This design comes from an exercise in tuning for small area on the open sky130 flow, not from production work. Function was checked by simulation only, so behaviour that the tests miss may differ from the original. Power and IR drop assume default switching activity.

the previous run:
Design ava_core, start of the top module:
module ava_core (
    input  wire        clk,
    input  wire        rst,           
    input  wire [15:0] prog_len,      
    output wire [15:0] prog_addr,     
    input  wire [7:0]  prog_data,     
    output wire [31:0] stk_w_data,
    output wire        stk_w_valid,
    input  wire        stk_w_ready,
    input  wire [31:0] stk_r_data,
    input  wire        stk_r_valid,
    output wire        stk_r_ready,
    output wire [7:0]  out_data,
    output wire        out_valid,
    input  wire        out_ready,
    output wire        halt,
    output wire        fault,
    output wire [2:0]  cause,
    output wire        push_lost,
    output wire        out_lost
);
    localparam [3:0] S_INIT = 4'b0000;
    localparam [3:0] S_DEC  = 4'b0001;
    localparam [3:0] S_PI1  = 4'b0010;
    localparam [3:0] S_PV1  = 4'b0011;
    localparam [3:0] S_PV2  = 4'b0100;
    localparam [3:0] S_LET  = 4'b0101;    
    localparam [3:0] S_A2   = 4'b0110;
    localparam [3:0] S_DONE = 4'b0111;
    localparam [3:0] S_LETS = 4'b1000;    
    localparam [3:0] S_PR   = 4'b1001;
    localparam [3:0] S_A1   = 4'b1010;
    localparam [3:0] S_A3   = 4'b1011;
    localparam [3:0] S_PI2  = 4'b1100;
    localparam [3:0] S_PV3  = 4'b1101;
    localparam [3:0] S_A4   = 4'b1110;
    localparam [2:0] C_END     = 3'd1;
    localparam [2:0] C_UNKNOWN = 3'd2;
    localparam [2:0] C_TRUNC   = 3'd6;
    localparam [2:0] C_BADSLOT = 3'd7;
    reg  [3:0]  st;
    reg  [15:0] pc;
    reg  [2:0]  cause_r;
    reg         push_lost_r;
    reg         out_lost_r;
    reg         op_mul;        
    reg  [1:0]  idx;           
  ...
For scale: about 980 cells after synthesis, ~130 I/O pins, roughly 0.011 mm^2 of cells after synthesis.
==> flow/config.mk <==
export PLATFORM = sky130hd
export DESIGN_NAME = ava_core
export DESIGN_NICKNAME = ava_core
export VERILOG_FILES = /design/flow/design.v
export SDC_FILE = /design/flow/constraint.sdc
export NUM_CORES = 4
export LEC_CHECK = 0
export CAP_MARGIN = 20
export CORE_MARGIN = 2
export CORE_UTILIZATION = 75
export CTS_CLUSTER_DIAMETER = 100
export CTS_CLUSTER_SIZE = 30
export SLEW_MARGIN = 20
export BUFFER_PORTS_ARGS = -buffer_cell sky130_fd_sc_hd__buf_1
==> flow/constraint.sdc <==
create_clock -name core_clock -period 12.0 [get_ports {clk}]
set_input_delay 2.4000 -clock core_clock [delete_from_list [all_inputs] [get_ports {clk}]]
set_output_delay 2.4000 -clock core_clock [all_outputs]
set_load 0.01 [all_outputs]
standard.sh (not shown) runs the stock make flow with config.mk's settings and CLKGATE_MAP_FILE= SYNTH_SCRIPT=/design/flow/synth_recipe.tcl, a recipe that flattens the netlist after the stock synthesis.
==> flow/flow/run.sh <==
#!/bin/bash
# Layout flow: the standard ORFS flow with three changes.
#  1. Port buffers use the smallest buffer cell (buffer_ports -buffer_cell).
#  2. After the standard synthesis, flow/invopt.py removes inverters between
#     full adders by using some adders in complemented form (a full adder is
#     self-dual).
#  3. flow/resyn.sh then maps the remaining combinational logic again with an
#     area-oriented ABC script (flow/area.abc).
# Registers, their names and cell types are those of the standard synthesis.
# Each tool's output goes to a log file in this folder.
set -euo pipefail
echo 'export BUFFER_PORTS_ARGS = -buffer_cell sky130_fd_sc_hd__buf_1' >> config.mk
bash standard.sh synth > synth.log 2>&1
R=orfs/results/sky130hd/ava_core/base
cp $R/1_2_yosys.v $R/1_2_yosys_standard.v
python3 flow/invopt.py $R/1_2_yosys_standard.v $R/1_2_yosys_invopt.v > invopt.log 2>&1
bash flow/resyn.sh $R/1_2_yosys_invopt.v $R/1_2_yosys.v
rm -f $R/1_synth.odb $R/1_synth.sdc
bash standard.sh > standard.log 2>&1
Other scripts of this flow, unchanged in this note and not shown: flow/flow/area.abc, flow/flow/invopt.py, flow/flow/resyn.sh
The previous run went all the way through the flow, and no timing, DRC or antenna check failed.
## Diff of input files: the current run against the previous run
--- a/flow/design.v
+++ b/flow/design.v
@@ -72,21 +72,21 @@
     assign halt      = (st == S_DONE);
     assign fault     = (st == S_DONE) && cause_r[2];
     assign push_lost = push_lost_r;
     assign out_lost  = out_lost_r;
     wire [7:0]  y  = s_a3 ? (op_mul ? stk_r_data[7:0] : 8'd1) :
                             (ahi | {6'd0, s_a2, 1'b0});
     wire        ys = !s_a3;
     wire [15:0] c  = s_a4 ? p0[23:8] :
                      s_a3 ? (op_mul ? 16'd0 : stk_r_data[15:0]) :
                      s_a2 ? rb :
-                     (s_pi1 || s_pi2) ? {8'd0, fb} : 16'd0;
+                            {8'd0, fb};
     wire [23:0] mac;
     wire r4n = ys & y[7];
     wire r4o0 = ~y[1] & y[0];
     wire r4w0 = y[1] & ~y[0];
     wire r4h0 = y[1] & y[0];
     wire m1 = (r4o0 & rb[0]) | (r4w0 & 1'b0) | (r4h0 & t[0]);
     wire m2 = (r4o0 & rb[1]) | (r4w0 & rb[0]) | (r4h0 & t[1]);
     wire m3 = (r4o0 & rb[2]) | (r4w0 & rb[1]) | (r4h0 & t[2]);
     wire m4 = (r4o0 & rb[3]) | (r4w0 & rb[2]) | (r4h0 & t[3]);
     wire m5 = (r4o0 & rb[4]) | (r4w0 & rb[3]) | (r4h0 & t[4]);
@@ -306,21 +306,21 @@
         if (slot_we && widx == 2'd2) slot2 <= stk_r_data;
         if (slot_we && widx == 2'd3) slot3 <= stk_r_data;
     end
     assign stk_w_valid = st[3] && st[2];
     wire   sel_v0 = s_pv3 && (idx == 2'd0);
     wire   sel_v1 = s_pv3 && (idx == 2'd1);
     wire   sel_v2 = s_pv3 && (idx == 2'd2);
     wire   sel_v3 = s_pv3 && (idx == 2'd3);
     assign stk_w_data  = ({32{sel_v0}} & slot0) | ({32{sel_v1}} & slot1)
                        | ({32{sel_v2}} & slot2) | ({32{sel_v3}} & slot3)
-                       | {mac, p0[7:0]};    
+                       | ({32{!s_pv3}} & {mac, p0[7:0]});
     assign stk_r_ready = stk_r_valid && ((s_let && !big) || (st[3] && !st[2]));
     wire   dec_lf      = s_dec && (fb == 8'h82);
     assign out_valid   = dec_lf || (s_pr && stk_r_valid);
     assign out_data    = s_pr ? (8'h30 + stk_r_data[7:0]) : 8'h0a;
     always @(posedge clk) begin
         if (s_dec)         op_mul <= fb[0];
         if (s_pv1 || s_let) idx   <= fb[1:0];
         if (s_a1)          rb     <= stk_r_data[15:0];
         ahi <= (s_a3 && op_mul) ? stk_r_data[15:8] : 8'd0;
         if (s_a2)          t      <= mac[17:0];
## What came out
- Having completed the whole flow, the current run delivered a layout that passed the timing, DRC and antenna checks.
- The current run: total inserted antenna cells lower than the previous run
- On the current run: total design power is 0.51% lower than what the previous run gave.
- On number of clock buffer instances in the layout: between the previous run and the current run, it ends up lower for the current run.
- The current run has clock group share of total power below what the previous run had.
- Comparing the previous run and the current run, power share of the sequential group is higher on the current run.

afterwards: timing with drivers on the ports:
How much do the figures lean on ideal ports? The routed layouts below were timed once more, with nothing changed but the port constraints. Step 1, drivers: a clkbuf_16 drives clk and a buf_2 each remaining input, both assumed. Step 2 adds t to the input delays and takes it off the output delays; t is the mean of the earliest and latest rising clock arrival at the registers after step 1. Input paths then give back, and output paths get back, about the clock's delay inside the block. a / b / c = ideal ports / drivers / drivers and shift; a / b = the first two.
run | t, ns | slack for setup (ns) | worst data-port slew with drivers (ns)
the previous run | 0.530 | 0.979 / 0.938 / 0.938 | 0.06
the current run | 0.510 | 0.736 / 0.712 / 0.712 | 0.07
After both steps setup and hold are still met in every run listed. The setup slack of the previous run, which loses most, moves by -0.041 ns with the drivers and by -0.041 ns with both steps.
